Background: an optimization exercise with open tools, aiming at small area, a short achievable clock period and few clock cycles per item. Do not read the settings as production practice. The RTL was checked by simulation tests, not by an equivalence proof against the original design.

==> inputs of harbor <==
==> flow/design.v <==
module csb_crc (
    input  wire        clk,
    input  wire        rst,         
    input  wire        in_valid,
    output wire        in_ready,
    input  wire        in_init,
    input  wire [2:0]  in_nbytes,   
    input  wire [31:0] in_data,
    output wire        idle,
    output wire [31:0] result
);
    localparam [31:0] POLY = 32'hEDB88320;
    reg [31:0] code;       
    reg [31:0] dat;        
    reg        pend;       
    reg        full;       
    reg        busy;       
    reg [3:0]  left;       
    reg        idle_q;     
    reg        ready_q;    
    function [31:0] shift2;
        input [31:0] c;
        integer i;
        reg [31:0] t;
        begin
            t = c;
            for (i = 0; i < 2; i = i + 1)
                t = t[0] ? ((t >> 1) ^ POLY) : (t >> 1);
            shift2 = t;
        end
    endfunction
    wire accept = in_valid & ~busy;
    wire clear  = rst | (accept & in_init);
    wire [31:0] x = ~code ^ dat;
    wire [31:0] f;
    wire m32 = x[2] ^ x[7];
    wire m33 = x[0] ^ x[22];
    wire m34 = x[3] ^ x[6];
    wire m35 = x[1] ^ x[23];
    wire m36 = x[4] ^ m33;
    wire m37 = x[16] ^ x[28];
    wire m38 = x[11] ^ x[25];
    wire m39 = x[24] ^ x[30];
    wire m40 = x[17] ^ x[29];
    wire m41 = x[18] ^ x[26];
    wire m42 = x[5] ^ x[31];
    wire m43 = x[19] ^ x[27];
    wire m44 = x[12] ^ x[13];
    wire m45 = x[15] ^ m42;
    wire m46 = x[8] ^ x[9];
    wire m47 = x[20] ^ m32;
    wire m48 = x[14] ^ m43;
    wire m49 = m39 ^ m40;
    wire m50 = x[23] ^ m37;
    wire m51 = x[21] ^ m32;
    wire m52 = x[10] ^ m35;
    wire m53 = x[4] ^ x[11];
    wire m54 = x[3] ^ x[10];
    wire m55 = x[0] ^ x[21];
    wire m56 = x[27] ^ m38;
    wire m57 = x[5] ^ x[8];
    wire m58 = x[30] ^ m36;
    wire m59 = x[7] ^ x[25];
    wire m60 = x[13] ^ m41;
    wire m61 = x[15] ^ x[24];
    wire m62 = x[28] ^ m41;
    wire m63 = x[26] ^ m52;
    wire m64 = x[2] ^ x[12];
    wire m65 = x[29] ^ x[31];
    wire m66 = x[14] ^ x[18];
    wire m67 = m33 ^ m45;
    wire m68 = x[28] ^ m46;
    wire m69 = x[14] ^ m50;
    wire m70 = x[25] ^ m34;
    wire m71 = x[8] ^ m47;
    wire m72 = x[6] ^ m47;
    wire m73 = x[7] ^ m34;
    wire m74 = x[10] ^ m65;
    wire m75 = x[31] ^ m39;
    wire m76 = x[9] ^ m44;
    wire m77 = m38 ^ m58;
    wire m78 = m53 ^ m72;
    wire m79 = x[20] ^ m69;
    wire m80 = x[4] ^ x[5];
    wire m81 = m48 ^ m58;
    wire m82 = m46 ^ m51;
    wire m83 = x[16] ^ m59;
    wire m84 = m59 ^ m66;
    wire m85 = m36 ^ m71;
    wire m86 = m40 ^ m57;
    wire m87 = x[22] ^ m43;
    wire m88 = x[12] ^ m54;
    wire m89 = x[21] ^ m49;
    wire m90 = m48 ^ m52;
    wire m91 = m50 ^ m61;
    wire m92 = x[13] ^ m53;
    wire m93 = x[3] ^ x[20];
    wire m94 = x[9] ^ m63;
    wire m95 = m55 ^ m68;
    wire m96 = x[1] ^ m60;
    wire m97 = x[24] ^ m86;
    wire m98 = x[5] ^ m36;
    wire m99 = x[15] ^ x[22];
    wire m100 = x[26] ^ m34;
    wire m101 = x[17] ^ m45;
    wire m102 = x[16] ^ m35;
    wire m103 = m100 ^ m102;
    wire m104 = m103 ^ m85;
    wire m105 = x[3] ^ x[17];
    wire m106 = x[24] ^ x[27];
    wire m107 = m80 ^ m35;
    wire m108 = m105 ^ m106;
    wire m109 = m107 ^ m108;
    wire m110 = m82 ^ m109;
    wire m111 = x[2] ^ x[10];
    wire m112 = x[18] ^ x[24];
    wire m113 = m111 ^ m112;
    wire m114 = m68 ^ m70;
    wire m115 = m113 ^ m98;
    wire m116 = m114 ^ m115;
    wire m117 = x[19] ^ x[29];
    wire m118 = m80 ^ m38;
    wire m119 = m117 ^ m73;
    wire m120 = m118 ^ m119;
    wire m121 = m94 ^ m120;
    wire m122 = x[10] ^ x[12];
    wire m123 = x[26] ^ x[27];
    wire m124 = m39 ^ m57;
    wire m125 = m122 ^ m123;
    wire m126 = m124 ^ m125;
    wire m127 = m126 ^ m78;
    wire m128 = m42 ^ m44;
    wire m129 = m73 ^ m56;
    wire m130 = m128 ^ m95;
    wire m131 = m129 ^ m130;
    wire m132 = x[0] ^ x[2];
    wire m133 = x[29] ^ m54;
    wire m134 = m132 ^ m76;
    wire m135 = m133 ^ m134;
    wire m136 = m79 ^ m135;
    wire m137 = x[1] ^ x[14];
    wire m138 = x[15] ^ m54;
    wire m139 = m137 ^ m92;
    wire m140 = m138 ^ m89;
    wire m141 = m139 ^ m140;
    wire m142 = x[16] ^ m64;
    wire m143 = m66 ^ m45;
    wire m144 = m142 ^ m143;
    wire m145 = m77 ^ m144;
    wire m146 = x[19] ^ m44;
    wire m147 = m146 ^ m101;
    wire m148 = m85 ^ m147;
    wire m149 = x[9] ^ x[14];
    wire m150 = m149 ^ m51;
    wire m151 = m60 ^ m98;
    wire m152 = m150 ^ m151;
    wire m153 = m34 ^ m99;
    wire m154 = m57 ^ m153;
    wire m155 = m90 ^ m154;
    wire m156 = x[9] ^ m91;
    wire m157 = m78 ^ m156;
    wire m158 = m55 ^ m83;
    wire m159 = m88 ^ m97;
    wire m160 = m158 ^ m159;
    wire m161 = x[6] ^ x[17];
    wire m162 = m46 ^ m161;
    wire m163 = m162 ^ m96;
    wire m164 = m77 ^ m163;
    wire m165 = x[9] ^ x[12];
    wire m166 = m32 ^ m41;
    wire m167 = m42 ^ m165;
    wire m168 = m166 ^ m167;
    wire m169 = m90 ^ m168;
    wire m170 = x[7] ^ m37;
    wire m171 = m61 ^ m87;
    wire m172 = m92 ^ m170;
    wire m173 = m63 ^ m171;
    wire m174 = m172 ^ m173;
    wire m175 = m64 ^ m56;
    wire m176 = m97 ^ m175;
    wire m177 = m79 ^ m176;
    wire m178 = x[15] ^ m55;
    wire m179 = m70 ^ m76;
    wire m180 = m49 ^ m62;
    wire m181 = m178 ^ m179;
    wire m182 = m180 ^ m181;
    wire m183 = m74 ^ m83;
    wire m184 = m96 ^ m183;
    wire m185 = m81 ^ m184;
    wire m186 = x[11] ^ m37;
    wire m187 = m73 ^ m186;
    wire m188 = m101 ^ m187;
    wire m189 = m81 ^ m188;
    wire m190 = x[3] ^ m64;
    wire m191 = m40 ^ m62;
    wire m192 = m190 ^ m67;
    wire m193 = m191 ^ m192;
    wire m194 = x[29] ^ x[30];
    wire m195 = m194 ^ m87;
    wire m196 = m60 ^ m71;
    wire m197 = m195 ^ m196;
    wire m198 = x[23] ^ x[30];
    wire m199 = x[31] ^ m93;
    wire m200 = m198 ^ m48;
    wire m201 = m199 ^ m95;
    wire m202 = m200 ^ m201;
    wire m203 = m100 ^ m74;
    wire m204 = m82 ^ m91;
    wire m205 = m203 ^ m204;
    wire m206 = x[2] ^ x[6];
    wire m207 = x[20] ^ m206;
    wire m208 = m49 ^ m56;
    wire m209 = m207 ^ m208;
    wire m210 = m94 ^ m209;
    wire m211 = m75 ^ m88;
    wire m212 = m51 ^ m56;
    wire m213 = m62 ^ m211;
    wire m214 = m212 ^ m213;
    wire m215 = x[0] ^ m65;
    wire m216 = m35 ^ m37;
    wire m217 = m38 ^ m43;
    wire m218 = m44 ^ m215;
    wire m219 = m216 ^ m217;
    wire m220 = m72 ^ m218;
    wire m221 = m219 ^ m220;
    wire m222 = x[6] ^ m44;
    wire m223 = m36 ^ m222;
    wire m224 = m69 ^ m89;
    wire m225 = m223 ^ m224;
    wire m226 = x[13] ^ m35;
    wire m227 = m49 ^ m84;
    wire m228 = m226 ^ m67;
    wire m229 = m227 ^ m228;
    wire m230 = x[4] ^ x[19];
    wire m231 = m93 ^ m99;
    wire m232 = m230 ^ m75;
    wire m233 = m84 ^ m231;
    wire m234 = m232 ^ m233;
    wire m235 = x[1] ^ x[19];
    wire m236 = m235 ^ m70;
    wire m237 = m51 ^ m67;
    wire m238 = m236 ^ m237;
    assign f[0] = m104;
    assign f[1] = m110;
    assign f[2] = m116;
    assign f[3] = m121;
    assign f[4] = m127;
    assign f[5] = m131;
    assign f[6] = m136;
    assign f[7] = m141;
    assign f[8] = m145;
    assign f[9] = m148;
    assign f[10] = m152;
    assign f[11] = m155;
    assign f[12] = m157;
    assign f[13] = m160;
    assign f[14] = m164;
    assign f[15] = m169;
    assign f[16] = m174;
    assign f[17] = m177;
    assign f[18] = m182;
    assign f[19] = m185;
    assign f[20] = m189;
    assign f[21] = m193;
    assign f[22] = m197;
    assign f[23] = m202;
    assign f[24] = m205;
    assign f[25] = m210;
    assign f[26] = m214;
    assign f[27] = m221;
    assign f[28] = m225;
    assign f[29] = m229;
    assign f[30] = m234;
    assign f[31] = m238;
    wire [31:0] s = shift2({~code[31:2], x[1:0]});
    always @(posedge clk) begin
        if (clear)
            code <= 32'd0;
        else if (pend & full)
            code <= ~f;
        else if (pend)
            code <= ~s;
    end
    always @(posedge clk) begin
        if (busy)
            dat[21:0] <= dat[23:2];
        else
            dat[21:0] <= in_data[21:0];
        dat[31:22] <= in_data[31:22];
    end
    reg       pend_n, busy_n;
    reg [3:0] left_n;
    always @(*) begin
        if (rst) begin
            pend_n = 1'b0;
            busy_n = 1'b0;
            left_n = 4'd0;
        end else if (accept) begin
            pend_n = (in_nbytes != 3'd0);
            busy_n = ~in_nbytes[2] & (in_nbytes[1:0] != 2'd0);
            left_n = {in_nbytes[1:0], 2'b00};
        end else begin
            pend_n = pend & ~full & (left != 4'd1);
            busy_n = busy & (left != 4'd2);
            left_n = left - {3'd0, left != 4'd0};
        end
    end
    always @(posedge clk) begin
        pend    <= pend_n;
        idle_q  <= ~pend_n;
        busy    <= busy_n;
        ready_q <= ~busy_n;
        left    <= left_n;
        if (accept)
            full <= in_nbytes[2];
    end
    assign in_ready = ready_q;
    assign idle     = idle_q;
    assign result   = code;
endmodule
==> flow/flow/run.sh <==
#!/bin/bash
# Standard layout, with plain buf_1 cells as the port buffers.
export BUFFER_PORTS_ARGS="-buffer_cell sky130_fd_sc_hd__buf_1"
bash standard.sh > standard.log 2>&1
==> flow/standard.sh <==
#!/bin/bash
# synth_recipe.tcl (not shown) runs the flow's synth.tcl, then flattens the netlist and writes it again
# the make line also repeats each setting of config.mk as NAME=value (left out here)
make -C /OpenROAD-flow-scripts/flow DESIGN_CONFIG=/design/flow/config.mk WORK_HOME=/design/flow/orfs CLKGATE_MAP_FILE= SYNTH_SCRIPT=/design/flow/synth_recipe.tcl "${@:-finish}"
==> flow/config.mk <==
export PLATFORM = sky130hd
export DESIGN_NAME = csb_crc
export DESIGN_NICKNAME = csb_crc
export VERILOG_FILES = /design/flow/design.v
export SDC_FILE = /design/flow/constraint.sdc
export NUM_CORES = 4
export LEC_CHECK = 0
export CAP_MARGIN = 20
export CORE_MARGIN = 2
export CORE_UTILIZATION = 40
export SETUP_SLACK_MARGIN = 2.0
export SLEW_MARGIN = 20
==> flow/constraint.sdc <==
create_clock -name core_clock -period 5.0 [get_ports {clk}]
set_input_delay 1.0000 -clock core_clock [delete_from_list [all_inputs] [get_ports {clk}]]
set_output_delay 1.0000 -clock core_clock [all_outputs]
set_load 0.01 [all_outputs]
==> inputs of cedar, as changes to harbor <==
==> flow/design.v, changed modules only <==
module csb_crc (
    input  wire        clk,
    input  wire        rst,         
    input  wire        in_valid,
    output wire        in_ready,
    input  wire        in_init,
    input  wire [2:0]  in_nbytes,   
    input  wire [31:0] in_data,
    output wire        idle,
    output wire [31:0] result
);
    localparam [31:0] POLY = 32'hEDB88320;
    reg [31:0] code;       
    reg        pend;       
    reg        part;       
    reg        back;       
    reg [3:0]  left;       
    reg        busy;       
    reg        idle_q;     
    function [31:0] unshift2;
        input [31:0] c;
        integer i;
        reg [31:0] t;
        begin
            t = c;
            for (i = 0; i < 2; i = i + 1)
                t = t[31] ? (((t ^ POLY) << 1) | 32'd1) : (t << 1);
            unshift2 = t;
        end
    endfunction
    wire accept  = in_valid & ~busy & ~rst;
    wire partial = ~in_nbytes[2] & (in_nbytes[1:0] != 2'd0);
    wire clr     = rst | (accept & in_init);
    wire [31:0] b = {in_data[31:24] & {8{accept & in_nbytes[2]}},
                     in_data[23:16] & {8{accept & (in_nbytes[2] | (in_nbytes[1] & in_nbytes[0]))}},
                     in_data[15:8]  & {8{accept & (in_nbytes[2] | in_nbytes[1])}},
                     in_data[7:0]   & {8{accept & (in_nbytes != 3'd0)}}};
    wire [31:0] x = ~code;
    wire [31:0] f;
    wire m32 = x[2] ^ x[7];
    wire m33 = x[0] ^ x[22];
    wire m34 = x[3] ^ x[6];
    wire m35 = x[1] ^ x[23];
    wire m36 = x[4] ^ m33;
    wire m37 = x[16] ^ x[28];
    wire m38 = x[11] ^ x[25];
    wire m39 = x[24] ^ x[30];
    wire m40 = x[17] ^ x[29];
    wire m41 = x[18] ^ x[26];
    wire m42 = x[5] ^ x[31];
    wire m43 = x[19] ^ x[27];
    wire m44 = x[12] ^ x[13];
    wire m45 = x[15] ^ m42;
    wire m46 = x[8] ^ x[9];
    wire m47 = x[20] ^ m32;
    wire m48 = x[14] ^ m43;
    wire m49 = m39 ^ m40;
    wire m50 = x[23] ^ m37;
    wire m51 = x[21] ^ m32;
    wire m52 = x[10] ^ m35;
    wire m53 = x[4] ^ x[11];
    wire m54 = x[3] ^ x[10];
    wire m55 = x[0] ^ x[21];
    wire m56 = x[27] ^ m38;
    wire m57 = x[5] ^ x[8];
    wire m58 = x[30] ^ m36;
    wire m59 = x[7] ^ x[25];
    wire m60 = x[13] ^ m41;
    wire m61 = x[15] ^ x[24];
    wire m62 = x[28] ^ m41;
    wire m63 = x[26] ^ m52;
    wire m64 = x[2] ^ x[12];
    wire m65 = x[29] ^ x[31];
    wire m66 = x[14] ^ x[18];
    wire m67 = m33 ^ m45;
    wire m68 = x[28] ^ m46;
    wire m69 = x[14] ^ m50;
    wire m70 = x[25] ^ m34;
    wire m71 = x[8] ^ m47;
    wire m72 = x[6] ^ m47;
    wire m73 = x[7] ^ m34;
    wire m74 = x[10] ^ m65;
    wire m75 = x[31] ^ m39;
    wire m76 = x[9] ^ m44;
    wire m77 = m38 ^ m58;
    wire m78 = m53 ^ m72;
    wire m79 = x[20] ^ m69;
    wire m80 = x[4] ^ x[5];
    wire m81 = m48 ^ m58;
    wire m82 = m46 ^ m51;
    wire m83 = x[16] ^ m59;
    wire m84 = m59 ^ m66;
    wire m85 = m36 ^ m71;
    wire m86 = m40 ^ m57;
    wire m87 = x[22] ^ m43;
    wire m88 = x[12] ^ m54;
    wire m89 = x[21] ^ m49;
    wire m90 = m48 ^ m52;
    wire m91 = m50 ^ m61;
    wire m92 = x[13] ^ m53;
    wire m93 = x[3] ^ x[20];
    wire m94 = x[9] ^ m63;
    wire m95 = m55 ^ m68;
    wire m96 = x[1] ^ m60;
    wire m97 = x[24] ^ m86;
    wire m98 = x[5] ^ m36;
    wire m99 = x[15] ^ x[22];
    wire m100 = x[26] ^ m34;
    wire m101 = x[17] ^ m45;
    wire m102 = x[16] ^ m35;
    wire m103 = m100 ^ m102;
    wire m104 = m103 ^ m85;
    wire m105 = x[3] ^ x[17];
    wire m106 = x[24] ^ x[27];
    wire m107 = m80 ^ m35;
    wire m108 = m105 ^ m106;
    wire m109 = m107 ^ m108;
    wire m110 = m82 ^ m109;
    wire m111 = x[2] ^ x[10];
    wire m112 = x[18] ^ x[24];
    wire m113 = m111 ^ m112;
    wire m114 = m68 ^ m70;
    wire m115 = m113 ^ m98;
    wire m116 = m114 ^ m115;
    wire m117 = x[19] ^ x[29];
    wire m118 = m80 ^ m38;
    wire m119 = m117 ^ m73;
    wire m120 = m118 ^ m119;
    wire m121 = m94 ^ m120;
    wire m122 = x[10] ^ x[12];
    wire m123 = x[26] ^ x[27];
    wire m124 = m39 ^ m57;
    wire m125 = m122 ^ m123;
    wire m126 = m124 ^ m125;
    wire m127 = m126 ^ m78;
    wire m128 = m42 ^ m44;
    wire m129 = m73 ^ m56;
    wire m130 = m128 ^ m95;
    wire m131 = m129 ^ m130;
    wire m132 = x[0] ^ x[2];
    wire m133 = x[29] ^ m54;
    wire m134 = m132 ^ m76;
    wire m135 = m133 ^ m134;
    wire m136 = m79 ^ m135;
    wire m137 = x[1] ^ x[14];
    wire m138 = x[15] ^ m54;
    wire m139 = m137 ^ m92;
    wire m140 = m138 ^ m89;
    wire m141 = m139 ^ m140;
    wire m142 = x[16] ^ m64;
    wire m143 = m66 ^ m45;
    wire m144 = m142 ^ m143;
    wire m145 = m77 ^ m144;
    wire m146 = x[19] ^ m44;
    wire m147 = m146 ^ m101;
    wire m148 = m85 ^ m147;
    wire m149 = x[9] ^ x[14];
    wire m150 = m149 ^ m51;
    wire m151 = m60 ^ m98;
    wire m152 = m150 ^ m151;
    wire m153 = m34 ^ m99;
    wire m154 = m57 ^ m153;
    wire m155 = m90 ^ m154;
    wire m156 = x[9] ^ m91;
    wire m157 = m78 ^ m156;
    wire m158 = m55 ^ m83;
    wire m159 = m88 ^ m97;
    wire m160 = m158 ^ m159;
    wire m161 = x[6] ^ x[17];
    wire m162 = m46 ^ m161;
    wire m163 = m162 ^ m96;
    wire m164 = m77 ^ m163;
    wire m165 = x[9] ^ x[12];
    wire m166 = m32 ^ m41;
    wire m167 = m42 ^ m165;
    wire m168 = m166 ^ m167;
    wire m169 = m90 ^ m168;
    wire m170 = x[7] ^ m37;
    wire m171 = m61 ^ m87;
    wire m172 = m92 ^ m170;
    wire m173 = m63 ^ m171;
    wire m174 = m172 ^ m173;
    wire m175 = m64 ^ m56;
    wire m176 = m97 ^ m175;
    wire m177 = m79 ^ m176;
    wire m178 = x[15] ^ m55;
    wire m179 = m70 ^ m76;
    wire m180 = m49 ^ m62;
    wire m181 = m178 ^ m179;
    wire m182 = m180 ^ m181;
    wire m183 = m74 ^ m83;
    wire m184 = m96 ^ m183;
    wire m185 = m81 ^ m184;
    wire m186 = x[11] ^ m37;
    wire m187 = m73 ^ m186;
    wire m188 = m101 ^ m187;
    wire m189 = m81 ^ m188;
    wire m190 = x[3] ^ m64;
    wire m191 = m40 ^ m62;
    wire m192 = m190 ^ m67;
    wire m193 = m191 ^ m192;
    wire m194 = x[29] ^ x[30];
    wire m195 = m194 ^ m87;
    wire m196 = m60 ^ m71;
    wire m197 = m195 ^ m196;
    wire m198 = x[23] ^ x[30];
    wire m199 = x[31] ^ m93;
    wire m200 = m198 ^ m48;
    wire m201 = m199 ^ m95;
    wire m202 = m200 ^ m201;
    wire m203 = m100 ^ m74;
    wire m204 = m82 ^ m91;
    wire m205 = m203 ^ m204;
    wire m206 = x[2] ^ x[6];
    wire m207 = x[20] ^ m206;
    wire m208 = m49 ^ m56;
    wire m209 = m207 ^ m208;
    wire m210 = m94 ^ m209;
    wire m211 = m75 ^ m88;
    wire m212 = m51 ^ m56;
    wire m213 = m62 ^ m211;
    wire m214 = m212 ^ m213;
    wire m215 = x[0] ^ m65;
    wire m216 = m35 ^ m37;
    wire m217 = m38 ^ m43;
    wire m218 = m44 ^ m215;
    wire m219 = m216 ^ m217;
    wire m220 = m72 ^ m218;
    wire m221 = m219 ^ m220;
    wire m222 = x[6] ^ m44;
    wire m223 = m36 ^ m222;
    wire m224 = m69 ^ m89;
    wire m225 = m223 ^ m224;
    wire m226 = x[13] ^ m35;
    wire m227 = m49 ^ m84;
    wire m228 = m226 ^ m67;
    wire m229 = m227 ^ m228;
    wire m230 = x[4] ^ x[19];
    wire m231 = m93 ^ m99;
    wire m232 = m230 ^ m75;
    wire m233 = m84 ^ m231;
    wire m234 = m232 ^ m233;
    wire m235 = x[1] ^ x[19];
    wire m236 = m235 ^ m70;
    wire m237 = m51 ^ m67;
    wire m238 = m236 ^ m237;
    assign f[0] = m104;
    assign f[1] = m110;
    assign f[2] = m116;
    assign f[3] = m121;
    assign f[4] = m127;
    assign f[5] = m131;
    assign f[6] = m136;
    assign f[7] = m141;
    assign f[8] = m145;
    assign f[9] = m148;
    assign f[10] = m152;
    assign f[11] = m155;
    assign f[12] = m157;
    assign f[13] = m160;
    assign f[14] = m164;
    assign f[15] = m169;
    assign f[16] = m174;
    assign f[17] = m177;
    assign f[18] = m182;
    assign f[19] = m185;
    assign f[20] = m189;
    assign f[21] = m193;
    assign f[22] = m197;
    assign f[23] = m202;
    assign f[24] = m205;
    assign f[25] = m210;
    assign f[26] = m214;
    assign f[27] = m221;
    assign f[28] = m225;
    assign f[29] = m229;
    assign f[30] = m234;
    assign f[31] = m238;
    wire [31:0] stepped = ~f ^ b;
    wire [31:0] kept    = ({32{~clr}} & (back ? ~unshift2(~code) : code)) ^ b;
    always @(posedge clk)
        code <= (pend & ~clr) ? stepped : kept;
    reg       pend_n, part_n, back_n, busy_n;
    reg [3:0] left_n;
    always @(*) begin
        pend_n = accept & (in_nbytes != 3'd0);
        part_n = accept & partial;
        if (rst) begin
            back_n = 1'b0;
            busy_n = 1'b0;
            left_n = 4'd0;
        end else if (accept) begin
            back_n = 1'b0;
            busy_n = partial;
            left_n = {~in_nbytes[1:0], 2'b00} + 4'd4;
        end else begin
            back_n = (pend & part) | (back & (left != 4'd1));
            busy_n = busy & ~(back & (left == 4'd1));
            left_n = left - {3'd0, back};
        end
    end
    always @(posedge clk) begin
        pend   <= pend_n;
        part   <= part_n;
        back   <= back_n;
        busy   <= busy_n;
        left   <= left_n;
        idle_q <= ~(pend_n | back_n);
    end
    assign in_ready = ~busy;
    assign idle     = idle_q;
    assign result   = code;
endmodule
==> flow/flow/run.sh (replaced) <==
#!/bin/bash
# Standard layout, with plain buf_1 cells as the port buffers and the
# state flip-flops (which drive the whole next-state network and the
# result ports) upsized after placement.
set -e
export BUFFER_PORTS_ARGS="-buffer_cell sky130_fd_sc_hd__buf_1"
bash standard.sh place > standard_place.log 2>&1
openroad -no_init -exit flow/upsize.tcl > upsize.log 2>&1
bash standard.sh finish > standard.log 2>&1
==> flow/flow/upsize.tcl (new file) <==
# Upsize the code register's flip-flops in the placed design, then
# legalize the placement again.
set odb orfs/results/sky130hd/csb_crc/base/3_place.odb
read_db $odb
read_liberty $::env(FLOW_HOME)/platforms/sky130hd/lib/sky130_fd_sc_hd__tt_025C_1v80.lib
set block [ord::get_db_block]
set n 0
foreach inst [$block getInsts] {
  if {[[$inst getMaster] getName] eq "sky130_fd_sc_hd__dfxtp_1" && [string match "code*" [$inst getName]]} {
    replace_cell [$inst getName] sky130_fd_sc_hd__dfxtp_2
    incr n
  }
}
puts "upsized $n flip-flops"
detailed_placement
check_placement
write_db $odb
- CTS_BUF_LIST: not set -> sky130_fd_sc_hd__clkbuf_4 sky130_fd_sc_hd__clkbuf_8
- CTS_CLUSTER_DIAMETER: not set -> 100
- CTS_CLUSTER_SIZE: not set -> 30
- GPL_ROUTABILITY_DRIVEN: not set -> 0
- PLACE_DENSITY: not set -> 0.55
- SETUP_SLACK_MARGIN: 2.0 -> 3.0
- TNS_END_PERCENT: not set -> 0
==> inputs of quartz, as changes to harbor <==
- CORE_UTILIZATION: 40 -> 65
- PLACE_DENSITY: not set -> 0.75
- SETUP_SLACK_MARGIN: 2.0 -> 2.5
==> results_dict.tcl <==
set metrics [dict create \
    largestRegisters "code x32, left x4" \
    design_area_um2 5400 \
    die_area_um2 12200 \
    cts_num_sinks 41 \
    status "no timing/DRC/antenna violations" \
    synth_top_area_share_pct 29.6 \
    synthTopCellsByCount "xnor2_1, xor2_1, dfxtp_1" \
    met1_usage_pct 29.0 \
    die_h_um 110 \
    dp_cells 629 \
    buffers 98 \
    seqAreaFraction_pct 16.7 \
    reg2reg_from "code[24]" \
    vias_per_cell 5.10 \
    r2r_setup_slack_ns 2.90 \
    max_stage_delay_ns 0.47 \
]
the above is filed under cedar

==> results_dict.tcl <==
set metrics [dict create \
    reg2reg_from "code[1]" \
    dp_cells 722 \
    largestRegisters "code x32, dat x32, left x4" \
    cts_num_sinks 73 \
    die_area_um2 14300 \
    vias_per_cell 5.13 \
    die_h_um 120 \
    max_stage_delay_ns 0.65 \
    r2r_setup_slack_ns 2.09 \
    synthTopCellsByCount "xnor2_1, dfxtp_1, xnor3_1" \
    synth_top_family_by_area "XOR/XNOR gates" \
    status "no timing/DRC/antenna violations" \
]
the above is filed under harbor

==> results_dict.tcl <==
set metrics [dict create \
    status "no timing/DRC/antenna violations" \
    die_area_um2 8960 \
    synth_top_area_share_pct 27.0 \
    buffers 84 \
    dp_cells 650 \
    vias_per_cell 5.88 \
    met1_usage_pct 47.2 \
    r2r_setup_slack_ns 2.47 \
    largestRegisters "code x32, dat x32, left x4" \
    die_h_um 94.7 \
]
the above is filed under quartz

Testbench counts of harbor, summed over its fixed seeds: cycles 24,576, bytes 97,536.
Testbench counts of cedar, summed over its fixed seeds: cycles 24,576, bytes 97,536.
Testbench counts of quartz, summed over its fixed seeds: cycles 24,576, bytes 97,536.

-- what the ideal ports hide --
The flow's constraints put no driver on any port. The routed layouts listed below were extracted and timed again, unchanged, in two steps.
Step 1, drivers: a clkbuf_16 drives clk and a buf_2 each remaining input, both assumed.
Step 2 times the ports against the registers' clock, not the clock port: input delays grow and output delays shrink by t, the midpoint of the rising clock arrivals with the driver on.
a / b / c = ideal / step 1 / step 2; a / b = the first two.
| run | shift t [ns] | slack for setup (ns) | hold WS [ns] | clock arrival spread, ns | pins driven straight from the clock port |
|---|---|---|---|---|---|
| harbor | 0.381 | 2.089 / 2.089 / 2.067 | 0.501 / 0.501 / 0.501 | 0.008 / 0.008 | 1 |
| cedar | 0.333 | 2.903 / 2.903 / 2.636 | 0.575 / 0.575 / 0.575 | 0.009 / 0.009 | 1 |
| quartz | 0.391 | 2.465 / 2.465 / 2.465 | 0.508 / 0.508 / 0.508 | 0.011 / 0.010 | 1 |
After both steps every run listed still meets setup and hold. The setup slack of cedar, which loses most, moves by 0.000 ns with the drivers and by -0.267 ns with both steps.
